What follows belongs to an exercise in optimizing a design on an open flow for small area, a short achievable clock period and few clock cycles per item; a production flow would make more cautious choices. RTL that was checked went through simulation tests only; none was proved equivalent to the original. No activity file was given, so power comes from the tool's default toggle rates.

==> cedar: inputs <==
// ibc_pal_pack
module ibc_pal_pack (
    input  wire        clk,
    input  wire        rst,           
    input  wire        in_valid,
    output wire        in_ready,
    input  wire [7:0]  in_r,
    input  wire [7:0]  in_g,
    input  wire [7:0]  in_b,
    input  wire [7:0]  in_a,
    input  wire [2:0]  in_bpc_m1,     
    input  wire [2:0]  in_bits_m1,    
    input  wire        in_alpha,      
    output reg         out_valid,
    input  wire        out_ready,
    output reg  [31:0] out_value
);
==> module ibc_rescale, before the edit <==
module ibc_rescale (
    input  wire [7:0] c,         
    input  wire [2:0] ob_m1,     
    input  wire [7:0] nb_mask,   
    input  wire [2:0] r,         
    output wire [7:0] q          
);
    wire [7:0] hi_mask = 8'hFE << ob_m1;
    wire       over    = |(c & hi_mask);
    function [14:0] stream(input [7:0] v, input [2:0] o);
        case (o)
            3'd0: stream = {15{v[0]}};
            3'd1: stream = {{7{v[1:0]}}, v[1]};
            3'd2: stream = {5{v[2:0]}};
            3'd3: stream = {{3{v[3:0]}}, v[3:1]};
            3'd4: stream = {{3{v[4:0]}}};
            3'd5: stream = {{2{v[5:0]}}, v[5:3]};
            3'd6: stream = {{2{v[6:0]}}, v[6]};
            default: stream = {v[7:0], v[7:1]};
        endcase
    endfunction
    wire [14:0] ws = stream(c, ob_m1) | {15{over}};
    wire [7:0] b = ws[14:7];                     
    wire [14:0] sh = ws << r;
    wire [7:0] a = sh[14:7];                     
    function ge7(input [6:0] x, input [6:0] y);
        integer k;
        begin
            ge7 = 1'b1;
            for (k = 0; k < 7; k = k + 1)
                ge7 = (x[k] & ~y[k]) | (~(x[k] ^ y[k]) & ge7);
        end
    endfunction
    wire ge = ge7(a[6:0], b[6:0]);
    wire up = a[7] & ~b[7] & ge;
    wire dn = ~a[7] & b[7] & ~ge;
    function [7:0] step(input [7:0] v, input [7:0] m, input u, input d);
        integer k;
        reg run;
        begin
            run = u | d;
            for (k = 0; k < 8; k = k + 1) begin
                step[k] = (v[k] ^ run) & m[k];
                run     = run & ((v[k] ^ d) | ~m[k]);
            end
        end
    endfunction
    assign q = step(b, nb_mask, up, dn);
endmodule
==> module ibc_pal_pack, before the edit <==
module ibc_pal_pack (
    input  wire        clk,
    input  wire        rst,           
    input  wire        in_valid,
    output wire        in_ready,
    input  wire [7:0]  in_r,
    input  wire [7:0]  in_g,
    input  wire [7:0]  in_b,
    input  wire [7:0]  in_a,
    input  wire [2:0]  in_bpc_m1,     
    input  wire [2:0]  in_bits_m1,    
    input  wire        in_alpha,      
    output reg         out_valid,
    input  wire        out_ready,
    output reg  [31:0] out_value
);
    reg        e_valid;
    reg  [7:0] e_r, e_g, e_b, e_a;
    reg  [2:0] e_ob_m1, e_nb_m1;
    reg        e_alpha;
    wire [7:0] nb_mask = ~(8'h7F >> e_nb_m1);
    function [2:0] nb_mod_ob(input [2:0] ob_m1, input [2:0] nb_m1);
        integer o, m;
        begin
            nb_mod_ob = 3'd0;
            for (o = 0; o < 8; o = o + 1)
                for (m = 0; m < 8; m = m + 1)
                    if (ob_m1 == o && nb_m1 == m)
                        nb_mod_ob = (m + 1) % (o + 1);
        end
    endfunction
    wire [2:0] r = nb_mod_ob(e_ob_m1, e_nb_m1);
    wire [7:0] rr, gg, bb, aa;       
    ibc_rescale u_r (.c(e_r), .ob_m1(e_ob_m1), .nb_mask(nb_mask), .r(r), .q(rr));
    ibc_rescale u_g (.c(e_g), .ob_m1(e_ob_m1), .nb_mask(nb_mask), .r(r), .q(gg));
    ibc_rescale u_b (.c(e_b), .ob_m1(e_ob_m1), .nb_mask(nb_mask), .r(r), .q(bb));
    ibc_rescale u_a (.c(e_a), .ob_m1(e_ob_m1), .nb_mask(nb_mask), .r(r), .q(aa));
    wire [31:0] fa = {rr, gg, bb, aa};
    wire [31:0] fn = {8'd0, rr, gg, bb};
    wire [31:0] pk_a [1:8];          
    wire [31:0] pk_n [1:8];          
    genvar gn, gi;
    generate
        for (gn = 1; gn <= 8; gn = gn + 1) begin : g_nb
            for (gi = 0; gi < 32; gi = gi + 1) begin : g_bit
                if (gi < 4 * gn)
                    assign pk_a[gn][gi] = fa[8 * (gi / gn) + 8 - gn + (gi % gn)];
                else
                    assign pk_a[gn][gi] = 1'b0;
                if (gi < 3 * gn)
                    assign pk_n[gn][gi] = fn[8 * (gi / gn) + 8 - gn + (gi % gn)];
                else
                    assign pk_n[gn][gi] = 1'b0;
            end
        end
    endgenerate
    wire [31:0] pack_v =
        {32{e_nb_m1 == 3'd0}} & (e_alpha ? pk_a[1] : pk_n[1]) |
        {32{e_nb_m1 == 3'd1}} & (e_alpha ? pk_a[2] : pk_n[2]) |
        {32{e_nb_m1 == 3'd2}} & (e_alpha ? pk_a[3] : pk_n[3]) |
        {32{e_nb_m1 == 3'd3}} & (e_alpha ? pk_a[4] : pk_n[4]) |
        {32{e_nb_m1 == 3'd4}} & (e_alpha ? pk_a[5] : pk_n[5]) |
        {32{e_nb_m1 == 3'd5}} & (e_alpha ? pk_a[6] : pk_n[6]) |
        {32{e_nb_m1 == 3'd6}} & (e_alpha ? pk_a[7] : pk_n[7]) |
        {32{e_nb_m1 == 3'd7}} & (e_alpha ? pk_a[8] : pk_n[8]);
    reg         skid_valid;
    reg  [31:0] skid_value;
    assign in_ready = !skid_valid || !e_valid;
    wire out_free = !out_valid || out_ready;
    always @(posedge clk) begin
        if (rst) begin
            e_valid    <= 1'b0;
            out_valid  <= 1'b0;
            skid_valid <= 1'b0;
        end else begin
            if (in_ready)
                e_valid <= in_valid;
            else if (out_free)
                e_valid <= 1'b0;     
            if (out_free) begin
                out_valid  <= skid_valid || e_valid;
                skid_valid <= skid_valid && e_valid;
            end else begin
                skid_valid <= skid_valid || e_valid;
            end
        end
        if (in_ready) begin
            e_r     <= in_r;
            e_g     <= in_g;
            e_b     <= in_b;
            e_a     <= in_a;
            e_ob_m1 <= in_bpc_m1;
            e_nb_m1 <= in_bits_m1;
            e_alpha <= in_alpha;
        end
        if (out_free)
            out_value <= skid_valid ? skid_value : pack_v;
        if (!skid_valid || out_free)
            skid_value <= pack_v;
    end
endmodule
Settings: LEC_CHECK=0, ABC_AREA=1, CAP_MARGIN=20, CORE_MARGIN=2, CORE_UTILIZATION=40, PLACE_DENSITY=0.6, SLEW_MARGIN=20; clock period 48.0 ns.
run.sh (not shown) runs the stock make flow with config.mk's settings and CLKGATE_MAP_FILE= SYNTH_SCRIPT=/design/flow/synth_recipe.tcl, a recipe that flattens the netlist after the stock synthesis.
==> tundra (differences from cedar) <==
--- a/flow/design.v
+++ b/flow/design.v
@@ -21,3 +21,3 @@
     endfunction
-    wire [14:0] ws = stream(c, ob_m1) | {15{over}};
+    wire [14:0] ws = stream(c, ob_m1);
     wire [7:0] b = ws[14:7];                     
@@ -42,3 +42,3 @@
             for (k = 0; k < 8; k = k + 1) begin
-                step[k] = (v[k] ^ run) & m[k];
+                step[k] = v[k] ^ run;
                 run     = run & ((v[k] ^ d) | ~m[k]);
@@ -47,3 +47,3 @@
     endfunction
-    assign q = step(b, nb_mask, up, dn);
+    assign q = step(b, nb_mask, up, dn) | {8{over}};
 endmodule
@@ -66,5 +66,4 @@
     reg        e_valid;
-    reg  [7:0] e_r, e_g, e_b, e_a;
+    reg  [7:0] e_f0, e_f1, e_f2, e_f3;
     reg  [2:0] e_ob_m1, e_nb_m1;
-    reg        e_alpha;
     wire [7:0] nb_mask = ~(8'h7F >> e_nb_m1);
@@ -81,11 +80,8 @@
     wire [2:0] r = nb_mod_ob(e_ob_m1, e_nb_m1);
-    wire [7:0] rr, gg, bb, aa;       
-    ibc_rescale u_r (.c(e_r), .ob_m1(e_ob_m1), .nb_mask(nb_mask), .r(r), .q(rr));
-    ibc_rescale u_g (.c(e_g), .ob_m1(e_ob_m1), .nb_mask(nb_mask), .r(r), .q(gg));
-    ibc_rescale u_b (.c(e_b), .ob_m1(e_ob_m1), .nb_mask(nb_mask), .r(r), .q(bb));
-    ibc_rescale u_a (.c(e_a), .ob_m1(e_ob_m1), .nb_mask(nb_mask), .r(r), .q(aa));
-    wire [31:0] fa = {rr, gg, bb, aa};
-    wire [31:0] fn = {8'd0, rr, gg, bb};
-    wire [31:0] pk_a [1:8];          
-    wire [31:0] pk_n [1:8];          
+    wire [31:0] f;                   
+    ibc_rescale u_f0 (.c(e_f0), .ob_m1(e_ob_m1), .nb_mask(nb_mask), .r(r), .q(f[31:24]));
+    ibc_rescale u_f1 (.c(e_f1), .ob_m1(e_ob_m1), .nb_mask(nb_mask), .r(r), .q(f[23:16]));
+    ibc_rescale u_f2 (.c(e_f2), .ob_m1(e_ob_m1), .nb_mask(nb_mask), .r(r), .q(f[15:8]));
+    ibc_rescale u_f3 (.c(e_f3), .ob_m1(e_ob_m1), .nb_mask(nb_mask), .r(r), .q(f[7:0]));
+    wire [31:0] pk [1:8];
     genvar gn, gi;
@@ -95,9 +91,5 @@
                 if (gi < 4 * gn)
-                    assign pk_a[gn][gi] = fa[8 * (gi / gn) + 8 - gn + (gi % gn)];
+                    assign pk[gn][gi] = f[8 * (gi / gn) + 8 - gn + (gi % gn)];
                 else
-                    assign pk_a[gn][gi] = 1'b0;
-                if (gi < 3 * gn)
-                    assign pk_n[gn][gi] = fn[8 * (gi / gn) + 8 - gn + (gi % gn)];
-                else
-                    assign pk_n[gn][gi] = 1'b0;
+                    assign pk[gn][gi] = 1'b0;
             end
@@ -106,13 +98,15 @@
     wire [31:0] pack_v =
-        {32{e_nb_m1 == 3'd0}} & (e_alpha ? pk_a[1] : pk_n[1]) |
-        {32{e_nb_m1 == 3'd1}} & (e_alpha ? pk_a[2] : pk_n[2]) |
-        {32{e_nb_m1 == 3'd2}} & (e_alpha ? pk_a[3] : pk_n[3]) |
-        {32{e_nb_m1 == 3'd3}} & (e_alpha ? pk_a[4] : pk_n[4]) |
-        {32{e_nb_m1 == 3'd4}} & (e_alpha ? pk_a[5] : pk_n[5]) |
-        {32{e_nb_m1 == 3'd5}} & (e_alpha ? pk_a[6] : pk_n[6]) |
-        {32{e_nb_m1 == 3'd6}} & (e_alpha ? pk_a[7] : pk_n[7]) |
-        {32{e_nb_m1 == 3'd7}} & (e_alpha ? pk_a[8] : pk_n[8]);
+        {32{e_nb_m1 == 3'd0}} & pk[1] |
+        {32{e_nb_m1 == 3'd1}} & pk[2] |
+        {32{e_nb_m1 == 3'd2}} & pk[3] |
+        {32{e_nb_m1 == 3'd3}} & pk[4] |
+        {32{e_nb_m1 == 3'd4}} & pk[5] |
+        {32{e_nb_m1 == 3'd5}} & pk[6] |
+        {32{e_nb_m1 == 3'd6}} & pk[7] |
+        {32{e_nb_m1 == 3'd7}} & pk[8];
     reg         skid_valid;
     reg  [31:0] skid_value;
-    assign in_ready = !skid_valid || !e_valid;
+    reg  ready;
+    assign in_ready = ready;
+    wire take = !(e_valid && skid_valid);
     wire out_free = !out_valid || out_ready;
@@ -120,2 +114,3 @@
         if (rst) begin
+            ready      <= 1'b1;
             e_valid    <= 1'b0;
@@ -124,3 +119,7 @@
         end else begin
-            if (in_ready)
+            if (take)
+                ready <= !(in_valid && !out_free && (skid_valid || e_valid));
+            else
+                ready <= out_free;
+            if (take)
                 e_valid <= in_valid;
@@ -135,15 +134,16 @@
         end
-        if (in_ready) begin
-            e_r     <= in_r;
-            e_g     <= in_g;
-            e_b     <= in_b;
-            e_a     <= in_a;
+        e_f0    <= {8{take &&  in_alpha}} & in_r | {8{!take}} & e_f0;
+        e_f1    <= {8{take &&  in_alpha}} & in_g | {8{take && !in_alpha}} & in_r | {8{!take}} & e_f1;
+        e_f2    <= {8{take &&  in_alpha}} & in_b | {8{take && !in_alpha}} & in_g | {8{!take}} & e_f2;
+        e_f3    <= {8{take &&  in_alpha}} & in_a | {8{take && !in_alpha}} & in_b | {8{!take}} & e_f3;
+        if (take) begin
             e_ob_m1 <= in_bpc_m1;
             e_nb_m1 <= in_bits_m1;
-            e_alpha <= in_alpha;
         end
-        if (out_free)
-            out_value <= skid_valid ? skid_value : pack_v;
-        if (!skid_valid || out_free)
-            skid_value <= pack_v;
+        out_value  <= {32{out_free && skid_valid}}  & skid_value |
+                      {32{out_free && !skid_valid}} & pack_v     |
+                      {32{!out_free}}               & out_value;
+        skid_value <= {32{!skid_valid}}            & pack_v |
+                      {32{out_free}}               & pack_v |
+                      {32{skid_valid && !out_free}} & skid_value;
     end
==> flow/flow/run.sh (new file) <==
#!/bin/bash
# Own layout flow: the standard flow (standard.sh), with these changes in how the
# layout is made:
#  - synthesis maps the logic with an area-oriented ABC script (flow/abc_area.script,
#    used through ABC_AREA=1 from a copy of ORFS's scripts folder) and leaves adders to
#    ABC (no ADDER_MAP_FILE); everything else in the synthesis, and so every register
#    and its name and cell type, is the standard synthesis's;
#  - the resizer's timing repair aims for extra setup slack (SETUP_SLACK_MARGIN), so it
#    speeds up the paths from the input ports and to the output ports;
#  - every input and output port still gets a buffer, but a plain buf_1 in place of the
#    delay cell buffer_ports picks by default; the resizer sizes it up where timing needs.
# Each tool's output goes to a log file of its own in the work folder.
set -euo pipefail
W=$(pwd)
rm -rf "$W/scripts_local"
cp -r "$FLOW_HOME/scripts" "$W/scripts_local"
cp "$W/flow/abc_area.script" "$W/scripts_local/abc_area.script"

bash standard.sh SCRIPTS_DIR="$W/scripts_local" ADDER_MAP_FILE= synth > "$W/synth.log" 2>&1
bash standard.sh SETUP_SLACK_MARGIN="${MARGIN:-37.5}" \
    BUFFER_PORTS_ARGS="-buffer_cell sky130_fd_sc_hd__buf_1" finish > "$W/layout.log" 2>&1
test -s "$W/out/final.def"
==> flow/flow/abc_area.script (new file) <==
strash
&get -n
&fraig -x
&put
scorr
dc2
strash
&get -n
&deepsyn -T 300
&put
dch -f
amap
==> flow/standard.sh (new file) <==
#!/bin/bash
# synth_recipe.tcl (not shown) runs the flow's synth.tcl, then flattens the netlist and writes it again
# the make line also repeats each setting of config.mk as NAME=value (left out here)
make -C /OpenROAD-flow-scripts/flow DESIGN_CONFIG=/design/flow/config.mk WORK_HOME=/design/flow/orfs CLKGATE_MAP_FILE= SYNTH_SCRIPT=/design/flow/synth_recipe.tcl "${@:-finish}"
--- a/flow/config.mk
+++ b/flow/config.mk
@@ -10,4 +10,5 @@
 export CORE_MARGIN = 2
-export CORE_UTILIZATION = 40
-export PLACE_DENSITY = 0.6
+export CORE_UTILIZATION = 50
+export CTS_BUF_LIST = sky130_fd_sc_hd__clkbuf_8
+export PLACE_DENSITY = 0.65
 export SLEW_MARGIN = 20
removed: flow/run.sh
==> comparison table <==
| quantity | tundra | cedar |
|---|---|---|
| Status | timing/DRC/antenna clean | timing/DRC/antenna clean |
| Wirelength, routed | 25.0 mm | 37.5 mm |
| Clock Root Buffer | clkbuf_8 | clkbuf_16 |
| Delay of the slowest cell on the worst path | 360 ps | 630 ps |
| Top cell type by total area after synthesis | dfxtp_1 | edfxtp_1 |
| Minimum setup slack in the final design | 37,530 ps | 36,590 ps |
| Final design area excluding fillers | 0.00789 mm2 | 0.0123 mm2 |
| Post-placement cell count | 1,258 | 2,144 |
| Cts repair resizes | 32 | 0 |
| Achievable Freq | 95.5 MHz | 87.6 MHz |
| Layout cell share with drive strength beyond 1 | 0.105 | 0.0742 |
| Die boundary width | 120 um | 170 um |
| Data arrival time of the critical path | 870 ps | 1810 ps |
| Initial core utilization | 0.512 | 0.409 |
| Number of nets in the layout | 1,143 | 1,881 |
| Combinational logic power | 0.0827 mW | 0.153 mW |
| Register Area | 0.00222 mm2 | 0.00315 mm2 |
| WL/cell | 19.5 um | 17.4 um |
Testbench counts of tundra, summed over its fixed seeds: cycles 16,016, items 16,000.
Function not checked in cedar: the RTL went through the layout flow alone.

[re-timing with driven ports]
The flow's constraints put no driver on any port. The routed layouts listed below were extracted and timed again, unchanged, in two steps. Step 1 (the two cells are an assumption about what drives the block):
set clk [get_ports {clk}]
set_driving_cell -lib_cell sky130_fd_sc_hd__clkbuf_16 $clk
set_driving_cell -lib_cell sky130_fd_sc_hd__buf_2 [delete_from_list [all_inputs] $clk]
Step 2 moves the port delays by t, midway between the first and last clock arrival at a register: inputs arrive t later, outputs are due t later. That takes back most of the time a late clock gives input paths. a / b / c = no drivers / after step 1 / after step 2; a / b = the first two.
| run | shift t [ns] | slack for setup (ns) | hold slack, ns | latest minus earliest clock arrival (ns) |
|---|---|---|---|---|
| cedar | 0.412 | 36.589 / 36.542 / 36.954 | 0.516 / 0.516 / 0.516 | 0.010 / 0.011 |
| tundra | 0.428 | 37.527 / 37.488 / 37.192 | 0.457 / 0.457 / 0.457 | 0.013 / 0.013 |
After both steps every run listed still meets setup and hold. For tundra, which loses most, drivers alone change the setup slack by -0.039 ns; drivers and shift together by -0.335 ns.
